This is an optimization exercise on Yosys and OpenROAD, whose aim is small area, not a production implementation.
Only simulation tests tie the RTL to the original design; equivalence was not proved.
The clock port is modelled as an ideal driver, which makes a skipped or thinned clock tree look cheaper than it is; a real chip needs a root buffer or a tree.
Power is estimated from default activity; no workload was simulated.

## run 1
// ws_core
module ws_core (
    input  wire       clk,
    input  wire       rst,
    input  wire [2:0] pins,
    input  wire       adc_eoc,
    input  wire [7:0] adc_drl,
    input  wire [7:0] adc_drh,
    output reg        adc_ch,
    output reg        adc_en,
    output wire       adc_start,
    input  wire       bus_valid,
    input  wire [2:0] bus_op,
    input  wire [7:0] bus_data,
    output reg  [7:0] bus_rdata,
    output reg        bus_rvalid,
    output wire       host_ready
);
    localparam [13:0] T_LOAD = 14'h0001;    
    localparam [13:0] T_END  = 14'h1fd0;    
    reg  [2:0]  sync1, sync2, port;
    reg         ev_rtc, ev_rain, ev_wind;   
    reg  [13:0] timer;
    reg         running;
    reg         ready;
    reg         seq_a, seq_b;               
    reg  [15:0] rain, wind;
    reg  [9:0]  uv, dir;
    reg         rcode;
    reg  [2:0]  cmd;                        
    reg         pend;
    reg  [1:0]  phase;                      
    reg  [7:0]  tx0;
    reg         aa;
    reg  [7:0]  t_rl;
    reg  [15:0] t_w;
    reg  [9:0]  t_d, t_u;
    reg  [3:0]  cur;
    reg         a1, a8;
    wire ex      = pend;
    wire c1      = ex && cmd == 3'd1;
    wire c2      = ex && cmd == 3'd2;
    wire c3      = ex && cmd == 3'd3;
    wire c4      = ex && cmd == 3'd4;
    wire c5      = ex && cmd == 3'd5;
    wire cs      = c2 || ev_rtc;                    
    wire run_m   = cs || running;
    wire expire  = running && timer == T_END;
    wire en_m    = cs || adc_en;
    wire ch_m    = !cs && adc_ch;
    wire done    = adc_eoc && en_m;
    wire [9:0] adc_value = {adc_drh[1:0], adc_drl};
    wire srx     = phase[0];
  ...
For scale: roughly 150 flip-flops, about 47 I/O pins, about 5900 sq um of cells after synthesis.
==> flow/config.mk <==
export PLATFORM = sky130hd
export DESIGN_NAME = ws_core
export DESIGN_NICKNAME = ws_core
export VERILOG_FILES = /design/flow/design.v
export SDC_FILE = /design/flow/constraint.sdc
export NUM_CORES = 4
export LEC_CHECK = 0
export CAP_MARGIN = 20
export CORE_MARGIN = 2
export CORE_UTILIZATION = 60
export SLEW_MARGIN = 20
==> flow/constraint.sdc <==
create_clock -name core_clock -period 10.0 [get_ports {clk}]
set_input_delay 2.0000 -clock core_clock [delete_from_list [all_inputs] [get_ports {clk}]]
set_output_delay 2.0000 -clock core_clock [all_outputs]
set_load 0.01 [all_outputs]
standard.sh (not shown) runs the stock make flow with config.mk's settings and CLKGATE_MAP_FILE= SYNTH_SCRIPT=/design/flow/synth_recipe.tcl, a recipe that flattens the netlist after the stock synthesis.
==> flow/flow/run.sh <==
#!/bin/bash
# Standard ORFS layout with minimum-size port buffers and a hand-built
# two-level clock tree (flow/clock_tree.tcl, run as the CTS step's pre-hook).
set -euo pipefail
here=$(pwd)
bash standard.sh \
  "BUFFER_PORTS_ARGS=-buffer_cell sky130_fd_sc_hd__buf_1" \
  "PRE_CTS_TCL=$here/flow/clock_tree.tcl" \
  finish > flow.log 2>&1
==> flow/flow/clock_tree.tcl <==
# Manual clock tree: the clock port drives a few clock buffers directly, each
# feeding one cluster of registers. Clusters come from recursive median
# bisection of the register positions (along the longer side each time).
proc ctree_bisect { sinks nparts } {
  if {$nparts <= 1} { return [list $sinks] }
  set xs {}; set ys {}
  foreach s $sinks { lappend xs [lindex $s 1]; lappend ys [lindex $s 2] }
  set w [expr {[tcl::mathfunc::max {*}$xs] - [tcl::mathfunc::min {*}$xs]}]
  set h [expr {[tcl::mathfunc::max {*}$ys] - [tcl::mathfunc::min {*}$ys]}]
  set idx [expr {$w >= $h ? 1 : 2}]
  set sorted [lsort -real -index $idx $sinks]
  set na [expr {$nparts / 2}]
  set cut [expr {int(round(double([llength $sinks]) * $na / $nparts))}]
  return [concat [ctree_bisect [lrange $sorted 0 [expr {$cut - 1}]] $na] \
                 [ctree_bisect [lrange $sorted $cut end] [expr {$nparts - $na}]]]
}

proc build_clock_tree { nleaf master_name {root_name ""} } {
  set block [ord::get_db_block]
  set clknet [$block findNet clk]
  set master [[ord::get_db] findMaster $master_name]
  set sinks0 [$clknet getITerms]
  set sinks {}
  foreach it $sinks0 {
    set bb [[$it getInst] getBBox]
    lappend sinks [list $it [expr {([$bb xMin] + [$bb xMax]) / 2.0}] [expr {([$bb yMin] + [$bb yMax]) / 2.0}]]
  }
  set k 0
  set sizes {}
  foreach grp [ctree_bisect $sinks $nleaf] {
    set buf [odb::dbInst_create $block $master "clkbuf_leaf_$k"]
    set net [odb::dbNet_create $block "clknet_leaf_$k"]
    $net setSigType CLOCK
    [$buf findITerm A] connect $clknet
    [$buf findITerm X] connect $net
    set sx 0.0; set sy 0.0
    foreach s $grp {
      set it [lindex $s 0]
      $it disconnect
      $it connect $net
      set sx [expr {$sx + [lindex $s 1]}]; set sy [expr {$sy + [lindex $s 2]}]
    }
    set n [llength $grp]
    $buf setLocation [expr {int($sx / $n)}] [expr {int($sy / $n)}]
    $buf setPlacementStatus PLACED
    lappend sizes $n
    incr k
  }
  if {$root_name ne ""} {
    # one root buffer between the clock port and the leaf buffers, at their centre
    set rmaster [[ord::get_db] findMaster $root_name]
    set root [odb::dbInst_create $block $rmaster "clkbuf_root"]
    set rnet [odb::dbNet_create $block "clknet_root"]
    $rnet setSigType CLOCK
    set sx 0.0; set sy 0.0; set nl 0
    foreach it [$clknet getITerms] {
      set inst [$it getInst]
      $it disconnect
      $it connect $rnet
      set loc [$inst getLocation]
      set sx [expr {$sx + [lindex $loc 0]}]; set sy [expr {$sy + [lindex $loc 1]}]; incr nl
    }
    [$root findITerm A] connect $clknet
    [$root findITerm X] connect $rnet
    $root setLocation [expr {int($sx / $nl)}] [expr {int($sy / $nl)}]
    $root setPlacementStatus PLACED
  }
  puts "manual clock tree: [llength $sinks] sinks, $nleaf leaf buffers ($master_name), cluster sizes $sizes"
}

# Build the tree before ORFS's CTS step, which then only marks the clocks as
# propagated: the leaf clusters are already balanced.
build_clock_tree 8 sky130_fd_sc_hd__clkbuf_8 sky130_fd_sc_hd__clkbuf_8
rename clock_tree_synthesis triton_clock_tree_synthesis
proc clock_tree_synthesis { args } {
  set_propagated_clock [all_clocks]
}
Run 1: done, clean on timing, DRC and antenna
Changes in run 2 relative to run 1:
-- flow/config.mk --
<<< run 1, line 9
export CORE_MARGIN = 2
export CORE_UTILIZATION = 60
export SLEW_MARGIN = 20
>>> run 2, line 9
export CORE_MARGIN = 2
export CORE_UTILIZATION = 40
export SLEW_MARGIN = 20
==> run notes <==
Run 2 has completed all stages; timing, DRC and antenna checks passed.
Routed wire length: run 2 vs run 1 up 4.9%
As far as net switching power figure is concerned, run 1 and run 2 perform about the same.
Summary — initial cell density of the core, run 2 relative to run 1: lower, by 20 points.
Area of all placed cells without fillers: run 2 worse than run 1
Run 2 — layout-stage area growth over the synthesis result 1.2 points higher, run 1 as reference
NOTE width of the die run 1->run 2 increased by more than 10%
The via count reported for run 2 is higher than the one for run 1.
Relative to run 1, the power density of the placed cells of run 2 is lower by 1.0%.
Input changes introduced in run 3 (baseline for comparison: run 2):
-- flow/flow/clock_tree.tcl --
<<< run 2, line 72
# propagated: the leaf clusters are already balanced.
build_clock_tree 8 sky130_fd_sc_hd__clkbuf_8 sky130_fd_sc_hd__clkbuf_8
rename clock_tree_synthesis triton_clock_tree_synthesis
>>> run 3, line 72
# propagated: the leaf clusters are already balanced.
build_clock_tree 10 sky130_fd_sc_hd__clkbuf_8 sky130_fd_sc_hd__clkbuf_8
rename clock_tree_synthesis triton_clock_tree_synthesis
Compared to run 2, the routing of run 3 uses more wire. Compare run 2 and run 3 | met1 layer wirelength in the final routing higher: run 2. Run 3 — sequential share of power 1.5 points lower, run 2 as reference. Run 2 → run 3: wire length of the first global-routing pass held; clock share of power went up 1.6 points.
In every run of this note, the design's own scripts or RTL, not TritonCTS, make the clock network.

## try-cedar
ws_core, a different RTL version from the one above (not shown whole).
Size: roughly 440 cells after synthesis, roughly 150 flip-flops.
==> flow/config.mk <==
export PLATFORM = sky130hd
export DESIGN_NAME = ws_core
export DESIGN_NICKNAME = ws_core
export VERILOG_FILES = /design/flow/design.v
export SDC_FILE = /design/flow/constraint.sdc
export NUM_CORES = 4
export LEC_CHECK = 0
export CAP_MARGIN = 0
export CORE_MARGIN = 2
export CORE_UTILIZATION = 40
export SLEW_MARGIN = 0
==> flow/constraint.sdc <==
create_clock -name core_clock -period 10.0 [get_ports {clk}]
set_input_delay 2.0000 -clock core_clock [delete_from_list [all_inputs] [get_ports {clk}]]
set_output_delay 2.0000 -clock core_clock [all_outputs]
set_load 0.01 [all_outputs]
==> flow/flow/run.sh <==
#!/bin/bash
# The standard ORFS layout, with three changes:
#  - synthesis maps the logic with an area-oriented ABC script
#    (flow/abc_area.script, used in place of ORFS's abc_speed.script) and
#    leaves adders to ABC instead of mapping them to half/full-adder cells
#    first (ADDER_MAP_FILE empty); the rest of the synthesis, including its
#    registers, is the standard one;
#  - the port buffers are minimum size;
#  - a hand-built two-level clock tree (flow/clock_tree.tcl, run as the CTS
#    step's pre-hook).
# Each step's full log is under orfs/logs; make's output is in synth.log and
# flow.log here.
set -euo pipefail
here=$(pwd)
rm -rf "$here/orfs_scripts"
cp -r "$FLOW_HOME/scripts" "$here/orfs_scripts"
cp "$here/flow/abc_area.script" "$here/orfs_scripts/abc_speed.script"
bash standard.sh "SCRIPTS_DIR=$here/orfs_scripts" "ADDER_MAP_FILE=" synth > synth.log 2>&1
bash standard.sh \
  "BUFFER_PORTS_ARGS=-buffer_cell sky130_fd_sc_hd__buf_1" \
  "PRE_CTS_TCL=$here/flow/clock_tree.tcl" \
  finish > flow.log 2>&1
==> flow/flow/abc_area.script <==
strash
&get -n
&fraig -x
&put
dc2
dc2
strash
&get -n
&deepsyn -T 90
&put
dc2
strash
&get -n
&deepsyn -T 90
&dch -f
&nf -R 1000
&put
Other scripts of this flow, unchanged in this note and not shown: flow/flow/clock_tree.tcl
try-cedar finished end to end and its layout was clean on timing, DRC and antenna.
Edits applied to the flow inputs when going from try-cedar to try-harbor:
==> flow/flow/abc_area.script <==
strash
&get -n
&fraig -x
&put
dc2
dc2
strash
&get -n
&dch -f
&nf -R 1000
&put
--- outcome ---
In the metrics for try-cedar and try-harbor, the one carrying the higher cell count after synthesis is try-harbor. Register-to-register slack delta for try-harbor relative to try-cedar: 0.13 ns lower. Net count after synthesis for try-harbor is higher than for try-cedar. Leakage dissipation on try-harbor is ahead of try-cedar. Going from try-cedar to try-harbor, area of all placed cells without fillers has increased, clock period minus final worst setup slack picked up an extra 0.30 ns, die area increased by about 2.4% relative to the old numbers, routing usage on met3 moved up. Between try-cedar and try-harbor, the portion of the post-synthesis area used by sequential elements is higher for try-cedar.
In every run of this note, the design's own scripts or RTL, not TritonCTS, make the clock network.

The RTL this note starts from:
==> flow/design.v <==
module ws_core (
    input  wire       clk,
    input  wire       rst,
    input  wire [2:0] pins,
    input  wire       adc_eoc,
    input  wire [7:0] adc_drl,
    input  wire [7:0] adc_drh,
    output reg        adc_ch,
    output reg        adc_en,
    output wire       adc_start,
    input  wire       bus_valid,
    input  wire [2:0] bus_op,
    input  wire [7:0] bus_data,
    output reg  [7:0] bus_rdata,
    output reg        bus_rvalid,
    output wire       host_ready
);
    localparam [13:0] T_LOAD = 14'h0001;    
    localparam [13:0] T_END  = 14'h1fd0;    
    reg  [2:0]  sync1, sync2, port;
    reg         ev_rtc, ev_rain, ev_wind;   
    reg  [13:0] timer;
    reg         running;
    reg         ready;
    reg         seq_a, seq_b;               
    reg  [15:0] rain, wind;
    reg  [9:0]  uv, dir;
    reg         rcode;
    reg  [2:0]  cmd;                        
    reg         pend;
    reg  [1:0]  phase;                      
    reg  [7:0]  tx0;
    reg         aa;
    reg  [7:0]  t_rl;
    reg  [15:0] t_w;
    reg  [9:0]  t_d, t_u;
    reg  [3:0]  cur;
    reg         a1, a8;
    wire ex      = pend;
    wire c1      = ex && cmd == 3'd1;
    wire c2      = ex && cmd == 3'd2;
    wire c3      = ex && cmd == 3'd3;
    wire c4      = ex && cmd == 3'd4;
    wire c5      = ex && cmd == 3'd5;
    wire cs      = c2 || ev_rtc;                    
    wire run_m   = cs || running;
    wire expire  = running && timer == T_END;
    wire en_m    = cs || adc_en;
    wire ch_m    = !cs && adc_ch;
    wire done    = adc_eoc && en_m;
    wire [9:0] adc_value = {adc_drh[1:0], adc_drl};
    wire srx     = phase[0];
    wire stx     = phase == 2'b10;
    wire b_start = bus_valid && bus_op == 3'd0;
    wire b_write = bus_valid && bus_op == 3'd1;
    wire b_read  = bus_valid && bus_op == 3'd2;
    wire b_nack  = bus_valid && bus_op == 3'd3;
    wire b_stop  = bus_valid && bus_op == 3'd4;
    wire b_berr  = bus_valid && bus_op == 3'd5;
    wire match   = bus_data[7:1] == 7'h50;
    wire deliver = (a8 && !cur[3]) || (a1 && !cur[0]);
    reg  [15:0] rain_inc, wind_inc;
    reg  [16:0] rain_c, wind_c;
    reg  [3:0]  cur_inc;
    reg  [4:0]  cur_c;
    integer i;
    always @* begin
        rain_c[0] = ev_rain;
        wind_c[0] = ev_wind && run_m;
        cur_c[0]  = 1'b1;
        for (i = 0; i < 16; i = i + 1) begin
            rain_inc[i]  = rain[i] ^ rain_c[i];
            rain_c[i+1]  = rain[i] & rain_c[i];
            wind_inc[i]  = wind[i] ^ wind_c[i];
            wind_c[i+1]  = wind[i] & wind_c[i];
        end
        for (i = 0; i < 4; i = i + 1) begin
            cur_inc[i]   = cur[i] ^ cur_c[i];
            cur_c[i+1]   = cur[i] & cur_c[i];
        end
    end
    always @(posedge clk) begin
        sync1 <= pins;
        sync2 <= sync1;
        port  <= sync2;
    end
    always @(posedge clk) begin
        timer <= cs ? T_LOAD : {timer[12:0], timer[13] ^ timer[0]};
    end
    always @(posedge clk) begin
        if (rst) begin
            ev_rtc  <= 1'b0;
            ev_rain <= 1'b0;
            ev_wind <= 1'b0;
        end else begin
            ev_rtc  <= port[0] && !sync2[0];
            ev_rain <= !port[1] && sync2[1];
            ev_wind <= !port[2] && sync2[2];
        end
    end
    always @(posedge clk) begin
        if (rst) begin
            running <= 1'b0;
            ready   <= 1'b0;
        end else begin
            running <= cs || (running && !expire);
            ready   <= !cs && (ready || expire);
        end
    end
    always @(posedge clk) begin
        if (rst) begin
            adc_en <= 1'b0;
            adc_ch <= 1'b0;
            seq_a  <= 1'b0;
            seq_b  <= 1'b0;
        end else begin
            adc_en <= en_m && !(done && ch_m);
            adc_ch <= ch_m || done;
            if (cs || (done && !ch_m)) begin
                seq_a <= 1'b1;
                seq_b <= 1'b1;
            end else begin
                seq_a <= !seq_a && seq_b;
                seq_b <= seq_a && seq_b;
            end
        end
    end
    always @(posedge clk) begin
        if (rst) begin
            rain <= 16'd0;
            wind <= 16'd0;
            uv   <= 10'd0;
            dir  <= 10'd0;
        end else begin
            rain <= c5 ? {15'd0, ev_rain} : rain_inc;
            wind <= cs ? {15'd0, ev_wind} : wind_inc;
            if (done && !ch_m) uv  <= adc_value;
            if (done && ch_m)  dir <= adc_value;
        end
    end
    always @(posedge clk) begin
        if (rst) begin
            rcode <= 1'b1;
            cmd   <= 3'd0;
            pend  <= 1'b0;
            phase <= 2'b00;
            a1    <= 1'b0;
            a8    <= 1'b0;
            bus_rvalid <= 1'b0;
        end else begin
            if (c1) rcode <= 1'b0;
            if (b_write && phase == 2'b01)
                cmd <= (bus_data[7:3] == 5'd0) ? bus_data[2:0] : 3'd0;
            pend <= b_stop && srx;
            if (b_start)
                phase <= match ? (bus_data[0] ? 2'b10 : 2'b01) : 2'b00;
            else if (b_write && phase == 2'b01)
                phase <= 2'b11;
            else if (b_stop || b_berr || (b_nack && stx))
                phase <= 2'b00;
            if (ex) begin
                a1 <= c1 || c4;
                a8 <= c3;
            end
            bus_rvalid <= b_read && stx;
        end
    end
    always @(posedge clk) begin
        if (c1)
            tx0 <= {7'd0, rcode};
        else if (c4)
            tx0 <= {7'd0, ready};
        else if (c3)
            tx0 <= ready ? rain[15:8] : 8'hAA;
        if (c3) begin
            aa <= !ready;
            if (ready) begin
                t_rl <= rain[7:0];
                t_w  <= wind;
                t_d  <= dir;
                t_u  <= uv;
            end
        end
        if (!stx || b_start)
            cur <= 4'd0;
        else if (b_read)
            cur <= deliver ? cur_inc : 4'd15;
    end
    always @* begin
        case (cur[2:0])
            3'd1: bus_rdata = tx0;
            3'd2: bus_rdata = aa ? 8'hAA : t_rl;
            3'd3: bus_rdata = aa ? 8'hAA : t_w[15:8];
            3'd4: bus_rdata = aa ? 8'hAA : t_w[7:0];
            3'd5: bus_rdata = aa ? 8'hAA : {6'd0, t_d[9:8]};
            3'd6: bus_rdata = aa ? 8'hAA : t_d[7:0];
            3'd7: bus_rdata = aa ? 8'hAA : {6'd0, t_u[9:8]};
            default: bus_rdata = aa ? 8'hAA : t_u[7:0];
        endcase
        if (cur[3] && cur[0])
            bus_rdata = 8'hFF;
        if (!bus_rvalid)
            bus_rdata = 8'h00;
    end
    assign adc_start  = seq_a;
    assign host_ready = ready;
endmodule
export LEC_CHECK = 0
export CAP_MARGIN = 20
export CORE_MARGIN = 2
export CORE_UTILIZATION = 40
export SLEW_MARGIN = 20
create_clock -name core_clock -period 10.0 [get_ports {clk}]
==> flow/flow/run.sh <==
#!/bin/bash
# Standard ORFS layout with minimum-size port buffers and a clock tree without dummy loads.
set -euo pipefail
bash standard.sh \
  "BUFFER_PORTS_ARGS=-buffer_cell sky130_fd_sc_hd__buf_1" \
  "CTS_ARGS=-sink_clustering_enable -repair_clock_nets -dont_use_dummy_load -buf_list sky130_fd_sc_hd__clkbuf_8 -sink_clustering_size 25" \
  finish > flow.log 2>&1
The starting point went through all stages and came out clean.
Rerun with:
==> flow/flow/run.sh (replaced) <==
#!/bin/bash
# Standard ORFS layout with minimum-size port buffers and a clock tree without dummy loads.
set -euo pipefail
bash standard.sh \
  "BUFFER_PORTS_ARGS=-buffer_cell sky130_fd_sc_hd__buf_1" \
  "CTS_ARGS=-sink_clustering_enable -repair_clock_nets -dont_use_dummy_load -buf_list sky130_fd_sc_hd__clkbuf_8 -sink_clustering_size 40" \
  finish > flow.log 2>&1
- fmax stays the same
- non-clock buffer count is unchanged
- die area stays the same

## afterwards: timing with drivers on the ports
In the flow no input, the clock included, has a driving cell. The finished layouts below were timed again as built, in two steps. Step 1 assumes that a clkbuf_16 drives the clock port and a buf_2 every other input. Step 2, shift: input delay + t, output delay - t, t = (earliest + latest rising clock arrival at the registers) / 2. This alone moves slack from input paths to output paths. a / b / c = ideal / step 1 / step 2; a / b = the first two.
run | t (ns) | setup WS [ns] | worst setup path at the end | clock arrival spread, ns
run 1 | 0.414 | 5.331 / 5.300 / 5.561 | register to register | 0.010 / 0.010
run 2 | 0.426 | 5.249 / 5.216 / 5.492 | register to register | 0.009 / 0.009
run 3 | 0.438 | 5.272 / 5.241 / 5.476 | register to register | 0.014 / 0.013
try-cedar | 0.487 | 5.378 / 5.387 / 4.900 | input to register | 0.005 / 0.005
try-harbor | 0.500 | 5.079 / 5.049 / 5.549 | register to output | 0.010 / 0.011
the first run of note 3 | 0.470 | 5.236 / 5.202 / 5.489 | register to register | 0.028 / 0.028
the second run of note 3 | 0.470 | 5.236 / 5.202 / 5.489 | register to register | 0.028 / 0.028
After both steps every run listed still meets setup and hold. The setup slack of try-cedar, which loses most, moves by +0.009 ns with the drivers and by -0.478 ns with both steps.
